What follows belongs to an exercise in optimizing a design on an open flow for small area; a production flow would make more cautious choices.
Only simulation tests tie the RTL to the original design; equivalence was not proved.
Power and IR drop assume default switching activity.

==> design/flow/design.v <==
module gmbus_aux_edid #(
    parameter int GEN = 2               
) (
    input  logic        clk,
    input  logic        rst,            
    input  logic        req_valid,
    input  logic [1:0]  req_if,         
    input  logic        req_write,
    input  logic [2:0]  req_port,
    input  logic [1:0]  req_wl,         
    input  logic [7:0]  req_off,        
    input  logic [31:0] req_wdata,
    output logic        resp_valid,
    output logic [2:0]  resp_code,
    output logic [63:0] resp_rdata,
    output logic [2:0]  edid_port,
    output logic [7:0]  edid_addr,
    input  logic [31:0] edid_data
);
  localparam logic [2:0] R_OK          = 3'd0,
                         R_MALFORMED   = 3'd1,
                         R_OUTSIDE     = 3'd2,
                         R_SPECIAL     = 3'd3,
                         R_DATA_WRITE  = 3'd4,
                         R_AUX_BADOFF  = 3'd5,
                         R_BAD_DESC    = 3'd6,
                         R_BAD_CONFIG  = 3'd7;
  localparam logic [1:0] MODE_NONE = 2'd0, MODE_GMBUS = 2'd1, MODE_AUX = 2'd2;
  localparam logic [2:0] K_ZERO = 3'd0, K_STATUS = 3'd1, K_DATA = 3'd2, K_CC = 3'd3,
                         K_IM = 3'd4, K_IX = 3'd5, K_AUX = 3'd6;
  logic [31:0] r_control;
  logic [31:0] r_command;             
  logic [31:0] r_data, r_intmask, r_index;
  logic        st_inuse, st_wait, st_int, st_rdy, st_satoer, st_active;
  logic [5:0][4:0][31:0] aux_d;       
  logic [5:0][4:0]       d_vld;       
  logic [5:0]  actl_w, actl_r;        
  logic [5:0]  cfg_mon, cfg_dp, cfg_len256;
  logic [5:0][1:0] t_mode;
  logic [5:0]      t_sel, t_avail;
  logic [5:0][8:0] t_cursor;
  logic [4:1][8:0] t_total;           
  logic        rv_q;
  logic [2:0]  rc_q;
  logic [2:0]  rk_q;
  logic [1:0]  rwl_q;
  logic [2:0]  roff_q;
  logic [2:0]  rport_q;
  logic [2:0]  rreg_q;
  logic        rinuse_q;
  function automatic logic [3:0] resolve(input logic [2:0] sel);
    logic [3:0] r;
    r = 4'd0;
    if (GEN == 0) begin
      case (sel)
        3'd2: r = {1'b1, 3'd4};
        3'd4: r = {1'b1, 3'd2};
        3'd5: r = {1'b1, 3'd1};
        3'd6: r = {1'b1, 3'd3};
        default: r = 4'd0;
      endcase
    end else if (GEN == 1) begin
      case (sel)
        3'd1: r = {1'b1, 3'd1};
        3'd2: r = {1'b1, 3'd2};
        3'd3: r = {1'b1, 3'd3};
        default: r = 4'd0;
      endcase
    end else begin
      case (sel)
        3'd1: r = {1'b1, 3'd1};
        3'd2: r = {1'b1, 3'd2};
        3'd3: r = {1'b1, 3'd3};
        3'd4: r = {1'b1, 3'd4};
        default: r = 4'd0;
      endcase
    end
    resolve = r;
  endfunction
  logic       ctl_ok, wr_ok;
  logic [2:0] ctl_port, wr_port;
  assign {ctl_ok, ctl_port} = resolve(r_control[2:0]);
  assign {wr_ok, wr_port}   = resolve(req_wdata[2:0]);
  logic is_g, is_a, is_h;
  assign is_g = req_valid && req_if == 2'd0;
  assign is_a = req_valid && req_if == 2'd1;
  assign is_h = req_valid && req_if == 2'd2;
  logic       port_ok;
  assign port_ok = req_port < 3'd6;
  logic [3:0] g_width;
  logic [8:0] g_last;
  logic       g_misaligned, g_in_window, g_admitted;
  always_comb begin
    g_width = 4'd1 << req_wl;
    g_last  = {1'b0, req_off} + {5'd0, g_width} - 9'd1;
    case (req_wl)
      2'd0: g_misaligned = 1'b0;
      2'd1: g_misaligned = req_off[0];
      2'd2: g_misaligned = |req_off[1:0];
      default: g_misaligned = |req_off[2:0];
    endcase
    g_in_window = (g_last <= 9'h013) || (req_off >= 8'h20 && g_last <= 9'h023);
    g_admitted = 1'b0;
    if (!req_write) begin
      if (req_off <= 8'h07)                           g_admitted = 1'b1;
      else if (req_off == 8'h08 || req_off == 8'h0C)  g_admitted = (req_wl != 2'd3);
      else if (req_off >= 8'h10 && req_off <= 8'h13)  g_admitted = 1'b1;
      else if (req_off >= 8'h20 && req_off <= 8'h23)  g_admitted = 1'b1;
    end else begin
      if (req_off == 8'h00 || req_off == 8'h04 || req_off == 8'h08)
        g_admitted = (req_wl == 2'd2);
      else if (req_off == 8'h0C)                      g_admitted = (req_wl != 2'd3);
      else if (req_off >= 8'h10 && req_off <= 8'h13)  g_admitted = 1'b1;
      else if (req_off >= 8'h20 && req_off <= 8'h23)  g_admitted = 1'b1;
    end
  end
  logic g_ok;                                    
  assign g_ok = is_g && !g_misaligned && g_in_window && g_admitted;
  logic [2:0] aux_reg;                           
  always_comb begin
    case (req_off)
      8'h10: aux_reg = 3'd0;
      8'h14: aux_reg = 3'd1;
      8'h18: aux_reg = 3'd2;
      8'h1C: aux_reg = 3'd3;
      8'h20: aux_reg = 3'd4;
      8'h24: aux_reg = 3'd5;
      default: aux_reg = 3'd7;
    endcase
  end
  logic a_ok;                                    
  assign a_ok = is_a && port_ok && aux_reg != 3'd7;
  logic g_rd_status, g_rd_data, g_wr_control, g_wr_command, g_wr_status, g_wr_pass;
  assign g_rd_status  = g_ok && !req_write && req_off == 8'h08;
  assign g_rd_data    = g_ok && !req_write && req_off == 8'h0C;
  assign g_wr_control = g_ok &&  req_write && req_off == 8'h00;
  assign g_wr_command = g_ok &&  req_write && req_off == 8'h04;
  assign g_wr_status  = g_ok &&  req_write && req_off == 8'h08;
  assign g_wr_pass    = g_ok &&  req_write && (req_off[4] || req_off[5]);
  logic a_ctl_fire, h_init, h_cfg, h_reset;
  assign a_ctl_fire = a_ok && req_write && aux_reg == 3'd0 && req_wdata[31];
  assign h_init  = is_h && req_off == 8'd0 && port_ok;
  assign h_cfg   = is_h && req_off == 8'd1 && port_ok && !(req_wdata[0] && !req_wdata[2]);
  assign h_reset = is_h && req_off == 8'd2;
  logic [2:0] rp;                                
  assign rp = (req_if == 2'd0) ? ctl_port : req_port;
  logic [1:0] c_mode;
  logic       c_sel, c_avail, c_mon, c_dp, c_len256;
  logic [8:0] c_cursor, c_total;
  always_comb begin
    c_mode = 2'd0; c_sel = 1'b0; c_avail = 1'b0; c_cursor = 9'd0;
    c_mon = 1'b0; c_dp = 1'b0; c_len256 = 1'b0;
    for (int i = 0; i < 6; i++) begin
      if (rp == 3'(i)) begin
        c_mode = t_mode[i]; c_sel = t_sel[i]; c_avail = t_avail[i];
        c_cursor = t_cursor[i];
        c_mon = cfg_mon[i]; c_dp = cfg_dp[i]; c_len256 = cfg_len256[i];
      end
    end
    c_total = 9'd0;
    for (int i = 1; i < 5; i++)
      if (ctl_port == 3'(i)) c_total = t_total[i];
  end
  assign edid_port = rp;
  assign edid_addr = c_cursor[7:0];
  logic [31:0] c_d1;
  logic [7:0]  c_d2hi;
  logic        c_v1, c_v2;
  always_comb begin
    c_d1 = 32'd0; c_d2hi = 8'd0; c_v1 = 1'b0; c_v2 = 1'b0;
    for (int i = 0; i < 6; i++)
      if (req_port == 3'(i)) begin
        c_d1 = aux_d[i][0];
        c_d2hi = aux_d[i][1][31:24];
        c_v1 = d_vld[i][0];
        c_v2 = d_vld[i][1];
      end
    c_d1 = c_d1 & {32{c_v1}};
    c_d2hi = c_d2hi & {8{c_v2}};
  end
  logic [1:0]  w_mode;
  logic        w_sel, w_avail;
  logic [8:0]  w_cursor, w_total;
  logic        wen, clr_all;
  logic [2:0]  wport;
  logic [31:0] n_data;
  logic        data_we;
  logic        ctl_adm, sw_adm;
  logic        a_rep_we;                         
  logic [7:0]  a_rep_b;
  logic [9:0]  rem;
  logic        pre;
  logic [8:0]  len;
  logic [2:0]  got;
  logic        last_rd;
  logic [9:0]  alft;
  logic [2:0]  ga, kk;
  logic [2:0]  inc;                              
  logic        bump;
  logic [4:0]  alen;
  logic [15:0] aaddr;
  logic        a_is_read, a_mot;
  logic        a50, a0;
  always_comb begin
    w_mode = c_mode; w_sel = c_sel; w_avail = c_avail;
    w_cursor = c_cursor; w_total = c_total;
    wen = 1'b0; clr_all = 1'b0; wport = rp;
    n_data = r_data; data_we = 1'b0;
    a_rep_we = 1'b0; a_rep_b = 8'h00;
    inc = 3'd0; bump = 1'b0; alft = 10'd0; ga = 3'd0; kk = 3'd0;
    rem = 10'd0; pre = 1'b0; len = 9'd0; got = 3'd0; last_rd = 1'b0;
    ctl_adm = cfg_mon[wr_port] && !cfg_dp[wr_port];
    sw_adm  = ctl_ok && c_mon && !c_dp;
    alen = req_wdata[24:20];
    aaddr = c_d1[23:8];
    a_is_read = c_d1[28];
    a_mot = c_d1[30];
    a50 = (aaddr == 16'h0050);
    a0  = (aaddr == 16'h0000);
    if (g_rd_data) begin
      if (r_command[0] && ctl_ok) begin
        rem = {1'b0, c_total} - {1'b0, c_cursor};
        if (!rem[9] && rem != 10'd0) begin
          wen = 1'b1;
          data_we = 1'b1;
          pre = (c_mode != MODE_NONE) && c_sel && c_avail && c_mon;
          len = c_len256 ? 9'd256 : 9'd128;
          alft = {1'b0, len} - {1'b0, c_cursor};
          ga = (!pre || alft[9] || alft == 10'd0) ? 3'd0 : ((alft >= 10'd4) ? 3'd4 : alft[2:0]);
          kk = (rem >= 10'd4) ? 3'd4 : rem[2:0];
          got = (ga < kk) ? ga : kk;
          for (int j = 0; j < 4; j++)
            if (3'(j) < kk) n_data[8*j +: 8] = (3'(j) < got) ? edid_data[8*j +: 8] : 8'h00;
          inc = got;
          bump = 1'b1;
          if (rem <= 10'd4) begin
            last_rd = 1'b1;
            bump = 1'b0;
            w_mode = 2'd0; w_sel = 1'b0; w_avail = 1'b0; w_cursor = 9'd0; w_total = 9'd0;
          end
        end
      end
    end
    if (g_wr_control && wr_ok) begin
      clr_all = 1'b1;
      wen = 1'b1;
      wport = wr_port;
      w_mode = MODE_GMBUS; w_sel = 1'b0; w_avail = ctl_adm; w_cursor = 9'd0; w_total = 9'd0;
    end
    if (g_wr_command) begin
      if (r_command[31]) begin
        if (!req_wdata[31]) begin
          clr_all = 1'b1;
          wen = ctl_ok;
          w_mode = MODE_GMBUS; w_sel = 1'b0; w_avail = sw_adm; w_cursor = 9'd0; w_total = 9'd0;
        end
      end else begin
        wen = ctl_ok;
        if (req_wdata[7:1] == 7'h50) w_sel = 1'b1;
        w_total = req_wdata[24:16];
        if (req_wdata[26]) w_cursor = {1'b0, req_wdata[15:8]};
        if (req_wdata[27:25] == 3'd4 && r_command[27:25] != 3'd0) begin
          w_mode = 2'd0; w_sel = 1'b0; w_avail = 1'b0; w_cursor = 9'd0; w_total = 9'd0;
        end
      end
    end
    if (a_ctl_fire) begin
      wen = 1'b1;
      a_rep_we = 1'b1;
      if (alen == 5'd3) begin
        if (!a_mot || a0 || (a50 && c_mode == MODE_GMBUS)) begin
          w_mode = 2'd0; w_sel = 1'b0; w_avail = 1'b0; w_cursor = 9'd0; w_total = 9'd0;
        end
        if (a_mot && a50) begin
          w_mode = MODE_AUX;
          w_sel = 1'b1;
          w_avail = c_mon && c_dp;
        end
      end else if (!a_is_read) begin
        if (a50 && alen >= 5'd5)
          w_cursor = {1'b0, c_d2hi};
      end else if (alen == 5'd4) begin
        if (c_avail && c_sel) begin
          if (c_mode != MODE_NONE && c_mon && (c_cursor < (c_len256 ? 9'd256 : 9'd128))) begin
            a_rep_b = edid_data[7:0];
            inc = 3'd1;
            bump = 1'b1;
          end
        end else begin
          a_rep_b = 8'hFF;
        end
      end else begin
        a_rep_we = 1'b0;                           
      end
    end
    if (h_init || h_cfg) begin
      wen = 1'b1;
      w_mode = 2'd0; w_sel = 1'b0; w_avail = 1'b0; w_cursor = 9'd0; w_total = 9'd0;
    end
    if (h_reset) clr_all = 1'b1;
    if (bump) w_cursor = c_cursor + {6'd0, inc};
  end
  logic [2:0] n_code;
  always_comb begin
    n_code = R_OK;
    case (req_if)
      2'd0: begin
        if (g_misaligned)      n_code = R_MALFORMED;
        else if (!g_in_window) n_code = R_OUTSIDE;
        else if (!g_admitted)  n_code = R_SPECIAL;
        else if (req_write && req_off == 8'h0C) n_code = R_DATA_WRITE;
      end
      2'd1: begin
        if (!port_ok)               n_code = R_BAD_DESC;
        else if (aux_reg == 3'd7)   n_code = R_AUX_BADOFF;
      end
      2'd2: begin
        if (req_off == 8'd0)        n_code = port_ok ? R_OK : R_BAD_DESC;
        else if (req_off == 8'd1)   n_code = !port_ok ? R_BAD_DESC :
                                             (req_wdata[0] && !req_wdata[2]) ? R_BAD_CONFIG : R_OK;
        else if (req_off != 8'd2)   n_code = R_BAD_DESC;
      end
      default: n_code = R_BAD_DESC;
    endcase
  end
  logic [2:0] n_kind;
  always_comb begin
    n_kind = K_ZERO;
    if (g_ok && !req_write) begin
      if (req_off == 8'h08)      n_kind = (req_wl == 2'd0) ? K_ZERO : K_STATUS;
      else if (req_off == 8'h0C) n_kind = K_DATA;
      else if (req_off < 8'h08)  n_kind = K_CC;
      else if (req_off < 8'h20)  n_kind = K_IM;
      else                       n_kind = K_IX;
    end
    if (a_ok && !req_write) n_kind = K_AUX;
  end
  always_ff @(posedge clk) begin
    rv_q     <= req_valid && !rst;
    rc_q     <= (req_valid && !rst) ? n_code : R_OK;
    rk_q     <= rst ? K_ZERO : n_kind;
    rwl_q    <= req_wl;
    roff_q   <= req_off[2:0];
    rport_q  <= req_port;
    rreg_q   <= aux_reg;
    rinuse_q <= st_inuse;
  end
  logic [3:0]  pass_be;
  logic [31:0] pass_wd;
  always_comb begin
    case (req_wl)
      2'd0: pass_be = 4'b0001 << req_off[1:0];
      2'd1: pass_be = req_off[1] ? 4'b1100 : 4'b0011;
      default: pass_be = 4'b1111;
    endcase
    if (!g_wr_pass) pass_be = 4'b0000;
    case (req_wl)
      2'd0: pass_wd = {4{req_wdata[7:0]}};
      2'd1: pass_wd = {2{req_wdata[15:0]}};
      default: pass_wd = req_wdata;
    endcase
  end
  always_ff @(posedge clk) begin
    if (rst || h_reset) begin
      r_control <= '0; r_command <= '0; r_data <= '0; r_intmask <= '0; r_index <= '0;
      st_inuse <= 1'b0; st_wait <= 1'b0; st_int <= 1'b0; st_rdy <= 1'b0;
      st_satoer <= 1'b0; st_active <= 1'b0;
    end else begin
      if (g_wr_control && wr_ok) begin
        r_control <= req_wdata;
        st_active <= 1'b0; st_rdy <= 1'b1; st_wait <= 1'b1; st_satoer <= !ctl_adm;
      end
      if (g_wr_command) begin
        if (r_command[31]) begin
          if (!req_wdata[31]) begin
            r_command[31] <= 1'b0;
            st_active <= 1'b0; st_rdy <= 1'b1; st_wait <= 1'b1; st_satoer <= !sw_adm;
            st_int <= 1'b0;
          end
        end else begin
          if (req_wdata[31]) begin
            st_int <= 1'b0; st_rdy <= 1'b1;
          end
          r_command <= req_wdata & ~32'h4000_0000;
          if (req_wdata[27:25] == 3'd4) begin
            if (r_command[27:25] != 3'd0) st_active <= 1'b0;
          end else if (req_wdata[25]) begin
            st_active <= 1'b1;
          end
        end
      end
      if (g_rd_status) st_inuse <= 1'b1;
      if (g_wr_status && req_wdata[15]) st_inuse <= 1'b0;
      if (data_we) r_data <= n_data;
      for (int b = 0; b < 4; b++) begin
        if (pass_be[b]) begin
          if (req_off[5]) r_index[8*b +: 8]   <= pass_wd[8*b +: 8];
          else            r_intmask[8*b +: 8] <= pass_wd[8*b +: 8];
        end
      end
    end
  end
  logic       clr_regs;
  logic [5:0] psel;
  logic       a_wr;
  assign clr_regs = rst || h_reset;
  assign a_wr = a_ok && req_write;
  always_comb
    for (int p = 0; p < 6; p++) psel[p] = (req_port == 3'(p));
  logic [5:0][4:0] d_we;
  logic [31:0]     d1_wd;
  assign d1_wd = a_ctl_fire ? {8'h00, a_rep_b, 16'h0000} : req_wdata;
  always_comb begin
    for (int p = 0; p < 6; p++) begin
      for (int r = 0; r < 5; r++)
        d_we[p][r] = a_wr && psel[p] && aux_reg == 3'(r + 1);
      d_we[p][0] = d_we[p][0] || (a_rep_we && psel[p]);
    end
  end
  always_ff @(posedge clk) begin
    for (int p = 0; p < 6; p++) begin
      for (int r = 0; r < 5; r++) begin
        if (d_we[p][r]) aux_d[p][r] <= (r == 0) ? d1_wd : req_wdata;
        if (clr_regs) d_vld[p][r] <= 1'b0;
        else if (d_we[p][r]) d_vld[p][r] <= 1'b1;
      end
    end
  end
  always_ff @(posedge clk) begin
    for (int p = 0; p < 6; p++) begin
      if (clr_regs) begin
        actl_w[p] <= 1'b0; actl_r[p] <= 1'b0;
      end else if (a_ctl_fire && psel[p]) begin
        actl_w[p] <= !a_is_read; actl_r[p] <= a_is_read;
      end
    end
    for (int p = 0; p < 6; p++) begin
      if (rst) begin
        cfg_mon[p] <= 1'b0; cfg_dp[p] <= 1'b0; cfg_len256[p] <= 1'b0;
      end else if (h_cfg && req_port == 3'(p)) begin
        cfg_mon[p] <= req_wdata[0]; cfg_dp[p] <= req_wdata[1];
        cfg_len256[p] <= req_wdata[2] && req_wdata[3];
      end
    end
  end
  always_ff @(posedge clk) begin
    for (int p = 0; p < 6; p++) begin
      if (rst) begin
        t_mode[p] <= '0; t_sel[p] <= 1'b0; t_avail[p] <= 1'b0; t_cursor[p] <= '0;
      end else if (wen && wport == 3'(p)) begin
        t_mode[p] <= w_mode; t_sel[p] <= w_sel; t_avail[p] <= w_avail; t_cursor[p] <= w_cursor;
      end else if (clr_all) begin
        t_mode[p] <= '0; t_sel[p] <= 1'b0; t_avail[p] <= 1'b0; t_cursor[p] <= '0;
      end
    end
    for (int p = 1; p < 5; p++) begin
      if (rst) t_total[p] <= '0;
      else if (wen && wport == 3'(p)) t_total[p] <= w_total;
      else if (clr_all) t_total[p] <= '0;
    end
  end
  logic [15:0] status_v;
  assign status_v = {rinuse_q, st_wait, 1'b0, st_int, st_rdy, st_satoer, st_active, 9'd0};
  logic [63:0] cc;
  assign cc = {r_command, r_control};
  logic [7:0] lane_en;                        
  always_comb
    for (int i = 0; i < 8; i++) lane_en[i] = (i < (1 << rwl_q));
  logic [5:0][4:0] aux_sel;
  logic [5:0]      ctl_sel;
  always_comb
    for (int p = 0; p < 6; p++) begin
      ctl_sel[p] = rk_q == K_AUX && rport_q == 3'(p) && rreg_q == 3'd0;
      for (int r = 0; r < 5; r++)
        aux_sel[p][r] = rk_q == K_AUX && rport_q == 3'(p) && rreg_q == 3'(r + 1) && d_vld[p][r];
    end
  logic [63:0] rd;
  always_comb begin
    rd = 64'd0;
    for (int p = 0; p < 6; p++) begin
      for (int r = 0; r < 5; r++)
        rd[31:0] = rd[31:0] | (aux_d[p][r] & {32{aux_sel[p][r]}});
      rd[31:0] = rd[31:0] | ({1'b0, actl_w[p] | actl_r[p], 8'd0, actl_r[p], actl_w[p], 20'd0} & {32{ctl_sel[p]}});
    end
    if (rk_q == K_STATUS) rd[15:0] = rd[15:0] | status_v;
    for (int i = 0; i < 4; i++) begin
      if (rk_q == K_DATA && lane_en[i]) rd[8*i +: 8] = rd[8*i +: 8] | r_data[8*i +: 8];
      for (int b = 0; b < 4; b++) begin
        if (rk_q == K_IM && lane_en[i] && b == int'(roff_q[1:0] | 2'(i)))
          rd[8*i +: 8] = rd[8*i +: 8] | r_intmask[8*b +: 8];
        if (rk_q == K_IX && lane_en[i] && b == int'(roff_q[1:0] | 2'(i)))
          rd[8*i +: 8] = rd[8*i +: 8] | r_index[8*b +: 8];
      end
    end
    for (int i = 0; i < 8; i++)
      for (int b = 0; b < 8; b++)
        if (rk_q == K_CC && lane_en[i] && b == int'(roff_q | 3'(i)))
          rd[8*i +: 8] = rd[8*i +: 8] | cc[8*b +: 8];
  end
  assign resp_valid = rv_q;
  assign resp_code  = rc_q;
  assign resp_rdata = rd;
endmodule
==> design/flow/run.sh <==
#!/bin/bash
# synth_recipe.tcl (not shown) runs the flow's synth.tcl, then flattens the netlist and writes it again
# the make line also repeats each setting of config.mk as NAME=value (left out here)
make -C /OpenROAD-flow-scripts/flow DESIGN_CONFIG=/design/flow/config.mk WORK_HOME=/design/flow/orfs CLKGATE_MAP_FILE= SYNTH_SCRIPT=/design/flow/synth_recipe.tcl finish
==> design/flow/config.mk <==
export PLATFORM = sky130hd
export DESIGN_NAME = gmbus_aux_edid
export DESIGN_NICKNAME = gmbus_aux_edid
export VERILOG_FILES = /design/flow/design.v
export SDC_FILE = /design/flow/constraint.sdc
export NUM_CORES = 4
export LEC_CHECK = 0
export ABC_AREA = 0
export CAP_MARGIN = 20
export CORE_MARGIN = 2
export CORE_UTILIZATION = 65
export CTS_CLUSTER_DIAMETER = 80
export CTS_CLUSTER_SIZE = 25
export SLEW_MARGIN = 20
==> design/flow/constraint.sdc <==
create_clock -name core_clock -period 14.0 [get_ports {clk}]
set_input_delay 2.8000 -clock core_clock [delete_from_list [all_inputs] [get_ports {clk}]]
set_output_delay 2.8000 -clock core_clock [all_outputs]
set_load 0.01 [all_outputs]
==> flow_summary.json, run 1 <==
{
  "largest_vdd_supply_drop_mv": 0.119,
  "post-cts-setup-buffers": 0,
  "maxSlewHeadroom": 0.0825,
  "fmaxAchievable_mhz": 87.7,
  "firstDrtPassIters": 13,
  "synth_ff_type": "sky130_fd_sc_hd__edfxtp_1",
  "synth-async-reset-ratio": 0,
  "crit_path_top_delay_cell": "sky130_fd_sc_hd__nor4b_2",
  "globalRouteTotalUtil": 0.493,
  "num-fill-cells": 6048,
  "first_global_vias": 41286,
  "wl_met2_um": 92000,
  "critPathCaptureType": "flop",
  "syn_area_per_cell_um2": 12.5,
  "power.static_leakage_nw": 19.9,
  "clkTransAtPathRegs_ps": 100,
  "ctsResizeCount": 0,
  "final_cell_area_um2": 61100,
  "chipWidth_um": 298,
  "avgRoutedWirePerCell_um": 39.0,
  "drcViolationCount": 0,
  "post_cts_hold_buffer_count": 0,
  "grt_antenna_before_repair": 15,
  "layout-drive-gt1-share": 0.0880,
  "postSynthCellCount": 4512,
  "finClkSkew_ps": 45.7,
  "wirelength_met1_um": 72100,
  "nNetsFinal": 4668,
  "setup_viol": 0,
  "tritoncts": "done",
  "hp-class": "reg2reg",
  "layout-area-overhead-vs-synth_pct": 8.61,
  "route.antenna.remaining_nets": 0,
  "worst-setup-path-type": "in2reg",
  "synth-edff-count": 960,
  "routed_wirelength_um": 223000,
  "die_area_um2": 88800,
  "count_of_cell_types_in_the_netlist": 119,
  "syn_nets": 4635,
  "worst-path-max-fanout": 17,
  "tightestPinTransition_ps": 1380,
  "final_period_util": 0.814,
  "max_cap_violations": 0,
  "multi_input_comb_area_um2": 18900,
  "final-max-slew-violation-count": 0,
  "dpl-instance-area_um2": 59200,
  "run_status": "finished clean",
  "dpl.hpwl_um": 139000,
  "critPathMaxStageDelay_ps": 860,
  "maxUsedRoutingLayer": "met5",
  "clock_tree.buffer_depth": 3,
  "cp.required_ps": 14560,
  "routed-via-count": 44671,
  "synth_sequential_area_ratio": 0.640,
  "routed_via_density": 7.79,
  "clock_tree.htree_level_count": 2,
  "pwr_per_cell_area_nw_per_um2": 108,
  "io_pins": 162,
  "grt_start_max_net_pins": 101,
  "post_synth_instance_area_um2": 56200,
  "finalHoldViolCount": 0,
  "rows": 107,
  "clkSinkCount": 1317,
  "yosys_warnings": 1,
  "numCtsBuffers": 61,
  "io_buffers": 160,
  "initial_util": 0.658,
  "fin_total_pwr_w": 0.00662,
  "floorplan.die.height_um": 298,
  "worst_skew_pair.late_latency_ps": 720,
  "core_area_um2": 85400,
  "global_route.overflow_total": 0,
  "fin_hold_ws_ps": 369,
  "area.sequential_um2": 36000,
  "met3_length_um": 40300,
  "rsz0062_at_grt": "no",
  "worst-r2r-setup-slack_ps": 4940,
  "first_pass_grt_wire_length_um": 309000,
  "timing.critical_path.arrival_ps": 11960,
  "dr.first_iter.drc_count": 8875,
  "synth.ff_latch_count": 1317,
  "cts_root_buf": "sky130_fd_sc_hd__clkbuf_16",
  "setup.worst_path.start_class": "input port",
  "gp_congestion": 1.04,
  "finalCriticalPeriod_ps": 11400,
  "finalSetupTns_ps": 0
}
==> critical path, delay by kind of cell <==
kind,cells,cell delay [ps]
simple gates,10,2950
buf+inv,3,1500
fa+ha+maj,4,1330
compound gates,12,3350
==> per-layer routing <==
metal | vias to the layer above | track usage
li1 | 17680 | -
met1 | 21337 | 0.629
met2 | 4604 | 0.702
met3 | 1026 | 0.197
met4 | 24 | 0.314
met5 | - | 0.0195
==> cells in the final DEF (no fill, tap or decap), drive strengths merged, types with 151 or more instances in the layout <==
cell | Yosys | layout
nand2 | 305 | 305
dfxtp | 357 | 357
nand3 | 174 | 174
a21oi | 230 | 230
buf | 80 | 151
clkdlybuf4s50 | 0 | 152
edfxtp | 960 | 960
a22oi | 262 | 262
nor2 | 354 | 354
mux2i | 164 | 164
==> flip-flops by register name, summed over array words and instances, names as in the netlist, 12 cells and up <==
| signal | count |
|---|---|
| r_control | 32 |
| r_data | 32 |
| aux_d | 960 |
| d_vld | 30 |
| r_command | 31 |
| r_intmask | 32 |
| t_cursor | 54 |
| t_total | 36 |
| r_index | 32 |
| t_mode | 12 |
==> cell families after synthesis <==
| group | count (synthesis) | share of synthesized area |
|---|---|---|
| AOI/OAI and AO/OA | 1209 | 0.160 |
| xor gates and xnor gates | 14 | 0.00218 |
| adders and majority gates | 40 | 0.00930 |
| buffers and inverters | 402 | 0.0292 |
| DFF | 1317 | 0.640 |
| muxes | 201 | 0.0407 |
| other | 1 | 0.0000667 |
| and+or+nand+nor | 1328 | 0.119 |
==> final timing paths <==
check	from	end	depth (start not counted)
worst min-delay path	st_inuse	rinuse_q	0
worst min register to register	st_inuse	rinuse_q	0
worst max register to register	r_control[2]	t_cursor[44]	28
worst max-delay path	req_if[0]	t_cursor[44]	29
==> final cells by class <==
cell class,count,area share
Clock inverter,11,0.00303
Sequential cell,1317,0.589
Tap cell,1144,0.0234
Multi-Input combinational cell,2793,0.310
Timing Repair Buffer,304,0.0432
Inverter,68,0.00418
Clock buffer,87,0.0269
Antenna cell,7,0.000287
==> cell usage after synthesis (23+ instances only) <==
cell,instances,area share
sky130_fd_sc_hd__edfxtp_1,960,0.51
sky130_fd_sc_hd__dfxtp_1,357,0.13
sky130_fd_sc_hd__nor2_1,350,0.023
sky130_fd_sc_hd__nand2_1,305,0.020
sky130_fd_sc_hd__a22oi_1,262,0.035
sky130_fd_sc_hd__clkbuf_1,251,0.017
sky130_fd_sc_hd__a21oi_1,228,0.020
sky130_fd_sc_hd__nand3_1,172,0.015
sky130_fd_sc_hd__mux2i_1,163,0.029
sky130_fd_sc_hd__a22o_1,129,0.020
sky130_fd_sc_hd__a221oi_1,125,0.019
sky130_fd_sc_hd__nand4_1,109,0.012
sky130_fd_sc_hd__o21ai_0,106,0.0094
sky130_fd_sc_hd__nor3_1,80,0.0071
sky130_fd_sc_hd__inv_1,66,0.0044
sky130_fd_sc_hd__and3_1,63,0.0070
sky130_fd_sc_hd__a222oi_1,56,0.010
sky130_fd_sc_hd__and2_1,51,0.0057
sky130_fd_sc_hd__a211oi_1,40,0.0053
sky130_fd_sc_hd__ha_1,37,0.0082
sky130_fd_sc_hd__buf_2,32,0.0028
sky130_fd_sc_hd__buf_1,30,0.0020
sky130_fd_sc_hd__nor4_1,28,0.0031
sky130_fd_sc_hd__nand2b_1,27,0.0030
sky130_fd_sc_hd__o21a_1,25,0.0033
sky130_fd_sc_hd__nor2b_1,23,0.0026
==> report_power, final <==
part / internal [W] / switching [W]
clock network: 0.000858 / 0.00124
registers: 0.00417 / 0.00000503
logic: 0.0000922 / 0.000252
==> metrics by stage <==
step                      worst slack [ps]   util  cells
after floorplan                       4580      -   4512
after global placement                2350  0.693   5624
after detailed placement              2130  0.693   5624
after CTS                             2840  0.714   5722
after global routing                  2020  0.715   5724
final                                 2600  0.715   5731
==> run 2: changes to the inputs <==
--- a/design/flow/config.mk
+++ b/design/flow/config.mk
@@ -10,5 +10,5 @@
 export CORE_MARGIN = 2
 export CORE_UTILIZATION = 65
-export CTS_CLUSTER_DIAMETER = 80
-export CTS_CLUSTER_SIZE = 25
+export CTS_CLUSTER_DIAMETER = 60
+export CTS_CLUSTER_SIZE = 20
 export SLEW_MARGIN = 20
==> flow_summary.json, run 2 <==
{
  "syn_area_per_cell_um2": 12.5,
  "post_cts_hold_buffer_count": 0,
  "run_status": "finished clean",
  "finalCoreUtilization": 0.729,
  "finalSetupTns_ps": 0,
  "core_area_um2": 85400,
  "synth_sequential_area_ratio": 0.640,
  "fin_total_pwr_w": 0.00734,
  "ctsResizeCount": 0,
  "fmaxAchievable_mhz": 88.0,
  "synth_area_leaders": "sky130_fd_sc_hd__edfxtp_1 (51%), sky130_fd_sc_hd__dfxtp_1 (13%), sky130_fd_sc_hd__a22oi_1 (3.5%)",
  "worst-setup-path-type": "in2reg",
  "rows": 107,
  "clock_tree.buffer_depth": 3,
  "tightestPinTransition_ps": 1470,
  "maxSlewHeadroom": 0.0231,
  "routed_via_density": 7.77,
  "synth-edff-count": 960,
  "dr.first_iter.drc_count": 9350,
  "first_pass_grt_wire_length_um": 311000,
  "worstRegToRegCells": 28,
  "io_pins": 162,
  "initial_util": 0.658,
  "largest_vdd_supply_drop_mv": 0.127,
  "setup_viol": 0,
  "cp.required_ps": 14560,
  "post-cts-setup-buffers": 0,
  "hold_depth": 0,
  "library_cell_occupying_the_most_area_in_the_post_synthesis_netlist": "sky130_fd_sc_hd__edfxtp_1",
  "globalRouteTotalUtil": 0.498,
  "final_cell_area_um2": 62300,
  "post-synth-top-count-cell": "sky130_fd_sc_hd__edfxtp_1",
  "worst_skew_pair.late_latency_ps": 730,
  "dpl-instance-area_um2": 59200,
  "mostFrequentLayoutCells": "sky130_fd_sc_hd__edfxtp_1 (960), sky130_fd_sc_hd__dfxtp_1 (355), sky130_fd_sc_hd__nor2_1 (332), sky130_fd_sc_hd__nand2_1 (305), sky130_fd_sc_hd__a22oi_1 (262)",
  "synth-async-reset-ratio": 0,
  "chipWidth_um": 298,
  "register_with_the_most_flip_flops": "aux_d",
  "count_of_cell_types_in_the_netlist": 119,
  "synth.top_cell.area_share": 0.513,
  "dpl.hpwl_um": 139000,
  "clkTransAtPathRegs_ps": 80,
  "routed-via-count": 45038,
  "finClkSkew_ps": 54.9,
  "synth_ff_type": "sky130_fd_sc_hd__edfxtp_1",
  "max_cap_violations": 0,
  "final_period_util": 0.812,
  "post_synth_instance_area_um2": 56200,
  "die_area_um2": 88800,
  "numCtsBuffers": 91,
  "floorplan.die.height_um": 298,
  "finalHoldViolCount": 0,
  "synth.ff_latch_count": 1317,
  "critPathMaxStageDelay_ps": 870,
  "drcViolationCount": 0,
  "pwr_per_cell_area_nw_per_um2": 118,
  "grt_start_max_net_pins": 101,
  "most_frequent_standard_cell_in_the_layout_excluding_fill_and_tap_cells": "sky130_fd_sc_hd__edfxtp_1",
  "syn_nets": 4635,
  "hp-class": "reg2reg",
  "largest_register_ff_count": 960,
  "layout-drive-gt1-share": 0.102,
  "grt_antenna_before_repair": 19,
  "timing.critical_path.arrival_ps": 11930,
  "power.static_leakage_nw": 20.5,
  "cts_root_buf": "sky130_fd_sc_hd__clkbuf_16",
  "biggestRegsByFlops": "aux_d: 960 flops, t_cursor: 54 flops, t_total: 36 flops",
  "postSynthCellCount": 4512,
  "clock_tree.htree_level_count": 3,
  "nNetsFinal": 4700,
  "yosys-top-cells-count": "sky130_fd_sc_hd__edfxtp_1 (960), sky130_fd_sc_hd__dfxtp_1 (357), sky130_fd_sc_hd__nor2_1 (350), sky130_fd_sc_hd__nand2_1 (305), sky130_fd_sc_hd__a22oi_1 (262)",
  "io_buffers": 160,
  "fin_hold_ws_ps": 363,
  "route.antenna.remaining_nets": 0,
  "global_route.overflow_total": 0,
  "final-max-slew-violation-count": 0,
  "finalCriticalPeriod_ps": 11370,
  "crit_path_top_delay_cell": "sky130_fd_sc_hd__nor4b_2",
  "gp_congestion": 1.04,
  "first_global_vias": 41873,
  "tritoncts": "done",
  "firstDrtPassIters": 12,
  "critPathCaptureType": "flop",
  "avgRoutedWirePerCell_um": 38.8,
  "worst-path-max-fanout": 17,
  "rsz0062_at_grt": "no",
  "layout-area-overhead-vs-synth_pct": 10.8,
  "setup.worst_path.start_class": "input port",
  "clkSinkCount": 1317,
  "yosys_warnings": 1,
  "routed_wirelength_um": 225000
}
run 2: cell types whose count changed in the layout (fill, tap and decap cells not counted), sizes merged:
cell | before | now
diode | 7 | 14
bufinv | 1 | 4
clkinv | 5 | 22
clkbuf | 88 | 111
clkinvlp | 0 | 3
inv | 73 | 87
run 2: worst max-delay path: cells and delay by family:
kind            cells  cell delay, ps
buf+inv             3            1500
compound gates     12            3360
simple gates       10            2930
fa+ha+maj           4            1310
run 2: layout make-up:
cell class	instances	area, um2
clock inverters	48	654
well taps	1144	1430
clock buffers	108	2380
multi-input cells	2793	18900
fillers	5888	23100
flip-flops and latches	1317	36000
diodes	14	35.0
inverters	68	255
repair buffers	306	2660
run 2: worst paths after layout:
check | startpoint | end | slack, ps
setup / recovery | req_if[0] | t_cursor[44] | 2630
hold / removal | st_inuse | rinuse_q | 360
setup reg to reg | r_control[2] | t_cursor[44] | 5050
hold reg to reg | st_inuse | rinuse_q | 360
run 2: metal layers:
layer,part of all wire,GRT usage,vias to the layer above
li1,-,-,17795
met1,0.32,0.632,21631
met2,0.41,0.698,4531
met3,0.18,0.213,1057
met4,0.086,0.325,24
met5,0.0010,0.00433,-
run 2: per-stage QoR:
stage          instances  worst slack, ps
2_1_floorplan       4512             4580
3_3_place_gp        5624             2350
3_5_place_dp        5624             2130
4_1_cts             5780             2810
5_1_grt             5784             2000
6_report            5798             2630
run 2: cell families after synthesis:
| group | after synthesis | share of synthesized area |
|---|---|---|
| compound gates | 1209 | 0.160 |
| xor+xnor | 14 | 0.00218 |
| fa+ha+maj | 40 | 0.00930 |
| buf+inv | 402 | 0.0292 |
| flops | 1317 | 0.640 |
| mux | 201 | 0.0407 |
| other cells | 1 | 0.0000667 |
| simple gates | 1328 | 0.119 |
run 2: power breakdown:
part           internal, W  leakage (nW)  switching [W]
Clock              0.00135          1.46        0.00147
Combinational    0.0000922          7.55       0.000252
Sequential         0.00417          11.5     0.00000512
==> run 3: changes to the inputs <==
--- a/design/flow/design.v
+++ b/design/flow/design.v
@@ -40,5 +40,5 @@
   logic [5:0]      t_sel, t_avail;
   logic [5:0][8:0] t_cursor;
-  logic [4:1][8:0] t_total;           
+  logic [8:0]      g_total;
   logic        rv_q;
   logic [2:0]  rc_q;
@@ -158,7 +158,5 @@
       end
     end
-    c_total = 9'd0;
-    for (int i = 1; i < 5; i++)
-      if (ctl_port == 3'(i)) c_total = t_total[i];
+    c_total = g_total;
   end
   assign edid_port = rp;
@@ -454,9 +452,6 @@
       end
     end
-    for (int p = 1; p < 5; p++) begin
-      if (rst) t_total[p] <= '0;
-      else if (wen && wport == 3'(p)) t_total[p] <= w_total;
-      else if (clr_all) t_total[p] <= '0;
-    end
+    if (rst || clr_all) g_total <= '0;
+    else if (wen && wport == ctl_port && ctl_ok) g_total <= w_total;
   end
   logic [15:0] status_v;
--- a/design/flow/config.mk
+++ b/design/flow/config.mk
@@ -10,5 +10,5 @@
 export CORE_MARGIN = 2
 export CORE_UTILIZATION = 65
-export CTS_CLUSTER_DIAMETER = 60
-export CTS_CLUSTER_SIZE = 20
+export CTS_CLUSTER_DIAMETER = 100
+export CTS_CLUSTER_SIZE = 25
 export SLEW_MARGIN = 20
==> flow_summary.json, run 3 <==
{
  "run_status": "finished clean",
  "syn_nets": 4592,
  "final_period_util": 0.859,
  "post-synth-top-count-cell": "sky130_fd_sc_hd__edfxtp_1",
  "worst-r2r-setup-slack_ps": 4200,
  "worst-setup-path-type": "in2reg",
  "clkTransAtPathRegs_ps": 100,
  "synth_ff_type": "sky130_fd_sc_hd__edfxtp_1",
  "first_pass_grt_wire_length_um": 304000,
  "cpMostUsedCell": "sky130_fd_sc_hd__o21ai_0",
  "biggestRegsByFlops": "aux_d: 960 flops, t_cursor: 54 flops",
  "cts_root_buf": "sky130_fd_sc_hd__clkbuf_16",
  "die_area_um2": 87000,
  "register_with_the_most_flip_flops": "aux_d",
  "most_frequent_standard_cell_in_the_layout_excluding_fill_and_tap_cells": "sky130_fd_sc_hd__edfxtp_1",
  "critical_path.reg2reg.startpoint": "r_control[0]",
  "routed_wirelength_um": 220000,
  "timing.critical_path.max_delay_family": "simple AND/OR/NAND/NOR gates",
  "clkSinkCount": 1290,
  "wirelength_met1_um": 70800,
  "hp-class": "reg2reg",
  "avgRoutedWirePerCell_um": 38.8,
  "max_cap_violations": 0,
  "critical_path_buf_inv_count": 4,
  "io_buffers": 160,
  "setup_slack_ps": 1970,
  "mostFrequentLayoutCells": "sky130_fd_sc_hd__edfxtp_1 (960), sky130_fd_sc_hd__nand2_1 (338), sky130_fd_sc_hd__dfxtp_1 (328), sky130_fd_sc_hd__a22oi_1 (280), sky130_fd_sc_hd__nor2_1 (271)",
  "pwr_per_cell_area_nw_per_um2": 107,
  "gp_congestion": 1.06,
  "grt_start_max_net_pins": 87,
  "layout-drive-gt1-share": 0.0876,
  "cp.required_ps": 14620,
  "setup_viol": 0,
  "globalRouteTotalUtil": 0.501,
  "fmaxAchievable_mhz": 83.1,
  "power.static_leakage_nw": 19.4,
  "layout-area-overhead-vs-synth_pct": 8.82,
  "global_route.overflow_total": 0,
  "routed-via-count": 44665,
  "setup.worst_path.start_class": "input port",
  "first_global_vias": 40671,
  "hold_depth": 0,
  "rows": 106,
  "post-cts-setup-buffers": 0,
  "synth-edff-count": 960,
  "crit_path_top_delay_cell": "sky130_fd_sc_hd__clkdlybuf4s50_1",
  "drcViolationCount": 0,
  "syn_area_per_cell_um2": 12.3,
  "final-max-slew-violation-count": 0,
  "dr.first_iter.drc_count": 9018,
  "yosys_warnings": 1,
  "route.antenna.remaining_nets": 0,
  "final_cell_count_no_fill": 5685,
  "routed_via_density": 7.86,
  "critPathCaptureType": "flop",
  "grt_antenna_before_repair": 24,
  "numCtsBuffers": 58,
  "floorplan.die.height_um": 295,
  "tritoncts": "done",
  "dpl.hpwl_um": 139000,
  "worstRegToRegCells": 31,
  "synth_area_leaders": "sky130_fd_sc_hd__edfxtp_1 (52%), sky130_fd_sc_hd__dfxtp_1 (12%), sky130_fd_sc_hd__a22oi_1 (3.8%)",
  "largest_vdd_supply_drop_mv": 0.144,
  "fin_total_pwr_w": 0.00643,
  "finalSetupTns_ps": 0,
  "synth-async-reset-ratio": 0,
  "rsz0062_at_grt": "no",
  "clock_tree.buffer_depth": 3,
  "maxSlewHeadroom": 0.129,
  "worst_skew_pair.late_latency_ps": 720,
  "firstDrtPassIters": 14,
  "postSynthCellCount": 4468,
  "core_area_um2": 83800,
  "chipWidth_um": 295,
  "met3_length_um": 40600,
  "io_pins": 162,
  "worst_r2r_endpoint": "t_cursor[16]",
  "timing.critical_path.arrival_ps": 12650,
  "maxUsedRoutingLayer": "met5",
  "place_worst_setup_slack_ps": 1540,
  "finalHoldViolCount": 0,
  "worst-path-max-fanout": 36,
  "library_cell_occupying_the_most_area_in_the_post_synthesis_netlist": "sky130_fd_sc_hd__edfxtp_1",
  "synth.top_cell.area_share": 0.524,
  "min-delay-start": "st_inuse",
  "yosys-top-cells-count": "sky130_fd_sc_hd__edfxtp_1 (960), sky130_fd_sc_hd__nand2_1 (339), sky130_fd_sc_hd__dfxtp_1 (330), sky130_fd_sc_hd__nor2_1 (302), sky130_fd_sc_hd__a22oi_1 (280)",
  "largest_register_ff_count": 960,
  "nNetsFinal": 4636,
  "clock_tree.htree_level_count": 2,
  "post_synth_instance_area_um2": 55100,
  "synth_sequential_area_ratio": 0.644,
  "min_delay_worst_endpoint": "rinuse_q",
  "finClkSkew_ps": 46.2,
  "wl_met2_um": 89400,
  "tightestPinTransition_ps": 1310,
  "number_of_cells_in_the_design_after_placement": 5583,
  "initial_util": 0.657,
  "critPathMaxStageDelay_ps": 770,
  "ctsResizeCount": 0,
  "post_cts_hold_buffer_count": 0,
  "synth.ff_latch_count": 1290,
  "finalCriticalPeriod_ps": 12030,
  "count_of_cell_types_in_the_netlist": 103
}
==> run 3: layout make-up <==
cell class	count	area, um2
Sequential cell	1290	35400
Clock buffer	86	1570
Inverter	64	240
Antenna cell	8	20.0
Timing Repair Buffer	311	2710
Multi-Input combinational cell	2787	18400
Tap cell	1134	1420
Fill cell	5923	23900
Clock inverter	5	88.8
==> run 3: logic make-up (layout without fill, tap and decap cells) <==
logic type | Yosys count | in the layout | synth area share
DFF | 1290 | 1290 | 0.644
xor gates and xnor gates | 15 | 15 | 0.00239
buffers and inverters | 391 | 466 | 0.0280
AOI/OAI and AO/OA | 1264 | 1264 | 0.168
muxes | 142 | 142 | 0.0287
adders and majority gates | 41 | 41 | 0.00973
other | 1 | 9 | 0.0000681
and+or+nand+nor | 1324 | 1324 | 0.120
==> run 3: per-stage QoR <==
step / util / cell area (um2) / hold slack, ps
global route: 0.715 / 59900 / 358
finish: 0.715 / 59900 / 364
global placement: 0.694 / 58200 / 346
floorplan: - / 55100 / 331
detailed placement: 0.694 / 58200 / 356
CTS: 0.714 / 59800 / 360
==> run 3: power by group <==
| part | internal (W) | total, W | switching [W] |
|---|---|---|---|
| registers | 0.00410 | 0.00410 | 0.00000599 |
| logic | 0.0000981 | 0.000359 | 0.000261 |
| clock network | 0.000788 | 0.00197 | 0.00118 |
| total | 0.00498 | 0.00643 | 0.00145 |
==> run 3: worst max path at each step <==
stage	slack (ps)	end	start	cells past startpoint
floorplan	4180	t_cursor[7]	req_if[0]	34
global placement	1810	t_cursor[25]	req_if[1]	32
detailed placement	1540	t_cursor[16]	req_if[1]	32
CTS	2190	t_cursor[16]	req_if[1]	32
global route	1540	t_cursor[34]	req_if[0]	32
finish	1970	t_cursor[16]	req_if[1]	32
==> run 3: worst register-to-register path: cells and delay by family (launching register included) <==
family	cells	cell delay, ps
AOI/OAI and AO/OA	11	2650
xor gates and xnor gates	1	140
DFF	1	730
and+or+nand+nor	13	4060
adders and majority gates	3	1080
buffers and inverters	3	1060
==> run 3: metal layers <==
layer,vias up,track usage
li1,17545,-
met1,21261,0.647
met2,4688,0.701
met3,1139,0.194
met4,32,0.339
met5,-,0.00610
==> run 4: changes to the inputs <==
--- a/design/flow/config.mk
+++ b/design/flow/config.mk
@@ -11,4 +11,4 @@
 export CORE_UTILIZATION = 65
 export CTS_CLUSTER_DIAMETER = 100
-export CTS_CLUSTER_SIZE = 25
+export CTS_CLUSTER_SIZE = 28
 export SLEW_MARGIN = 20
==> flow_summary.json, run 4 <==
{
  "synth-async-reset-ratio": 0,
  "clock_tree.htree_level_count": 2,
  "global_route.overflow_total": 0,
  "yosys_warnings": 1,
  "ctsResizeCount": 0,
  "cp.required_ps": 14640,
  "finalSetupTns_ps": 0,
  "post-synth-top-count-cell": "sky130_fd_sc_hd__edfxtp_1",
  "worstRegToRegCells": 31,
  "power.static_leakage_nw": 19.3,
  "rows": 106,
  "largest_vdd_supply_drop_mv": 0.114,
  "gp_congestion": 1.06,
  "pwr_per_cell_area_nw_per_um2": 107,
  "library_cell_occupying_the_most_area_in_the_post_synthesis_netlist": "sky130_fd_sc_hd__edfxtp_1",
  "layout-area-overhead-vs-synth_pct": 8.63,
  "floorplan.die.height_um": 295,
  "tritoncts": "done",
  "dpl.hpwl_um": 139000,
  "crit_end": "t_cursor[16]",
  "globalRouteTotalUtil": 0.500,
  "first_global_vias": 40649,
  "post_synth_instance_area_um2": 55100,
  "fmaxAchievable_mhz": 83.4,
  "number_of_cells_in_the_design_after_placement": 5583,
  "cts_root_buf": "sky130_fd_sc_hd__clkbuf_16",
  "hp-class": "reg2reg",
  "synth_area_leaders": "sky130_fd_sc_hd__edfxtp_1 (52%), sky130_fd_sc_hd__dfxtp_1 (12%), sky130_fd_sc_hd__a22oi_1 (3.8%)",
  "core_area_um2": 83800,
  "drcViolationCount": 0,
  "firstDrtPassIters": 9,
  "finalCriticalPeriod_ps": 11980,
  "dr.first_iter.drc_count": 8926,
  "finalHoldViolCount": 0,
  "postSynthCellCount": 4468,
  "worst-r2r-setup-slack_ps": 4180,
  "max_cap_violations": 0,
  "synth-compound-area-share": 0.168,
  "count_of_cell_types_in_the_netlist": 103,
  "avgRoutedWirePerCell_um": 38.8,
  "grt_start_max_net_pins": 87,
  "route.antenna.remaining_nets": 0,
  "worst-path-max-fanout": 36,
  "critPathCaptureType": "flop",
  "grt_antenna_before_repair": 21,
  "post_cts_hold_buffer_count": 0,
  "syn_nets": 4592,
  "chipWidth_um": 295,
  "worst-setup-path-type": "in2reg",
  "place_worst_setup_slack_ps": 1540,
  "io_buffers": 160,
  "tightestPinTransition_ps": 1290,
  "mostFrequentLayoutCells": "sky130_fd_sc_hd__edfxtp_1 (960), sky130_fd_sc_hd__nand2_1 (338), sky130_fd_sc_hd__dfxtp_1 (328), sky130_fd_sc_hd__a22oi_1 (280), sky130_fd_sc_hd__nor2_1 (271)",
  "worst_r2r_endpoint": "t_cursor[16]",
  "synth.ff_latch_count": 1290,
  "final-max-slew-violation-count": 0,
  "largest_family_of_logic_cells_by_synthesized_area": "compound AO/OA/AOI/OAI gates",
  "synth_fa_ha_area_frac": 0.00973,
  "synth_ff_type": "sky130_fd_sc_hd__edfxtp_1",
  "finClkSkew_ps": 46.5,
  "first_pass_grt_wire_length_um": 303000,
  "synth_sequential_area_ratio": 0.644,
  "worst_setup_path_startpoint": "req_if[1]",
  "synth.top_cell.area_share": 0.524,
  "syn_area_per_cell_um2": 12.3,
  "dpl-instance-area_um2": 58200,
  "rsz0062_at_grt": "no",
  "final_period_util": 0.856,
  "numCtsBuffers": 53,
  "biggestRegsByFlops": "aux_d: 960 flops, t_cursor: 54 flops",
  "synth.mux.area_fraction": 0.0287,
  "setup_slack_ps": 2020,
  "final_cell_count_no_fill": 5676,
  "clkSinkCount": 1290,
  "cpMostUsedCell": "sky130_fd_sc_hd__o21ai_0",
  "post_synth_and_or_nand_nor_area_fraction": 0.120,
  "run_status": "finished clean",
  "synth_xor_area_frac": 0.00239,
  "die_area_um2": 87000,
  "register_with_the_most_flip_flops": "aux_d",
  "post-cts-setup-buffers": 0,
  "largest_register_ff_count": 960,
  "routed-via-count": 44468,
  "final_cell_area_um2": 59800,
  "initial_util": 0.657,
  "maxSlewHeadroom": 0.140,
  "yosys-top-cells-count": "sky130_fd_sc_hd__edfxtp_1 (960), sky130_fd_sc_hd__nand2_1 (339), sky130_fd_sc_hd__dfxtp_1 (330), sky130_fd_sc_hd__nor2_1 (302), sky130_fd_sc_hd__a22oi_1 (280)",
  "clock_tree.buffer_depth": 3,
  "setup_viol": 0,
  "synth-edff-count": 960,
  "crit_path_top_delay_cell": "sky130_fd_sc_hd__clkdlybuf4s50_1",
  "critPathMaxStageDelay_ps": 750,
  "layout-drive-gt1-share": 0.0871,
  "io_pins": 162,
  "critical_path.reg2reg.startpoint": "r_control[0]",
  "routed_via_density": 7.83,
  "setup.worst_path.start_class": "input port",
  "timing.critical_path.arrival_ps": 12630,
  "fin_total_pwr_w": 0.00639,
  "worst_skew_pair.late_latency_ps": 710,
  "clkTransAtPathRegs_ps": 120,
  "routed_wirelength_um": 220000,
  "nNetsFinal": 4631,
  "most_frequent_standard_cell_in_the_layout_excluding_fill_and_tap_cells": "sky130_fd_sc_hd__edfxtp_1"
}
-- run 4: cell types whose count changed in the layout (fill, tap and decap cells not counted), sizes merged --
| cell | delta |
|---|---|
| bufinv | +1 |
| clkbuf | -9 |
| clkinv | -1 |
| diode | -2 |
| inv | +2 |
-- run 4: cell families after synthesis --
| family | after synthesis |
|---|---|
| buf+inv | 391 |
| xor+xnor | 15 |
| fa+ha+maj | 41 |
| other cells | 1 |
| mux | 142 |
| flops | 1290 |
| simple gates | 1324 |
| compound gates | 1264 |
-- run 4: how the worst min path moves through the flow --
stage,startpoint,depth (start not counted),end
after floorplan,st_inuse,0,rinuse_q
after global placement,st_inuse,0,rinuse_q
after detailed placement,st_inuse,0,rinuse_q
after CTS,st_inuse,0,rinuse_q
after global routing,st_inuse,0,rinuse_q
final,st_inuse,0,rinuse_q
-- run 4: layout make-up --
type	instances	area, um2
fill	5931	24000
sequential	1290	35400
clock inverter	7	126
tap	1134	1420
clock buffer	77	1440
timing repair buffer	311	2710
multi-input combinational	2787	18400
inverter	64	240
antenna	6	15.0
-- run 4: critical path, delay by kind of cell --
| family | cells | cell delay, ps |
|---|---|---|
| adder cells (fa/ha/maj) | 3 | 1080 |
| AND/OR/NAND/NOR | 13 | 4120 |
| buffers and inverters | 4 | 1790 |
| XOR/XNOR | 1 | 140 |
| AO/OA/AOI/OAI | 11 | 2650 |
-- run 4: per-layer routing --
metal / wire length, um / vias up / global-route usage
li1: - / 17504 / -
met1: 70800 / 21113 / 0.643
met2: 88400 / 4599 / 0.698
met3: 39900 / 1218 / 0.194
met4: 20900 / 34 / 0.349
met5: 300 / - / 0.00831
-- run 4: through the flow --
stage | hold WS (ps) | utilization
6_report | 391 | 0.714
2_1_floorplan | 331 | -
3_5_place_dp | 356 | 0.694
5_1_grt | 384 | 0.713
3_3_place_gp | 346 | 0.694
4_1_cts | 385 | 0.713
-- run 4: where the power goes --
group | internal (W) | total (W) | switching [W] | leakage (nW)
combinational | 0.0000981 | 0.000359 | 0.000261 | 7.31
sequential | 0.00410 | 0.00410 | 0.00000600 | 11.3
clock | 0.000752 | 0.00193 | 0.00118 | 0.751

re-timing with driven ports:
The results above use ideal ports. As a check the final layouts listed here were re-extracted and re-timed, cells and wires unchanged.
Step 1 sets driving cells, clkbuf_16 on the clock port and buf_2 on the other inputs (assumed; they add their load-dependent delay and slew).
Step 2, shift: input delay + t, output delay - t, t = (earliest + latest rising clock arrival at the registers) / 2. This alone moves slack from input paths to output paths.
Three values: ideal ports, drivers, drivers and shift; two values: the first two.
run | shift t [ns] | setup WS [ns] | worst hold slack (ns) | slew at the worst register clock pin (ns) | worst slew at a driven data input, ns
run 1 | 0.766 | 2.603 / 2.634 / 1.867 | 0.369 / 0.369 / 0.369 | 0.11 / 0.11 | 0.05
run 2 | 0.776 | 2.630 / 2.666 / 1.889 | 0.363 / 0.363 / 0.363 | 0.09 / 0.09 | 0.05
run 3 | 0.772 | 1.968 / 2.019 / 1.248 | 0.364 / 0.364 / 0.364 | 0.11 / 0.11 | 0.12
run 4 | 0.757 | 2.017 / 2.065 / 1.308 | 0.391 / 0.391 / 0.391 | 0.12 / 0.12 | 0.12
After both steps setup and hold are still met in every run listed. For run 2, which loses most, drivers alone change the setup slack by +0.036 ns; drivers and shift together by -0.741 ns.
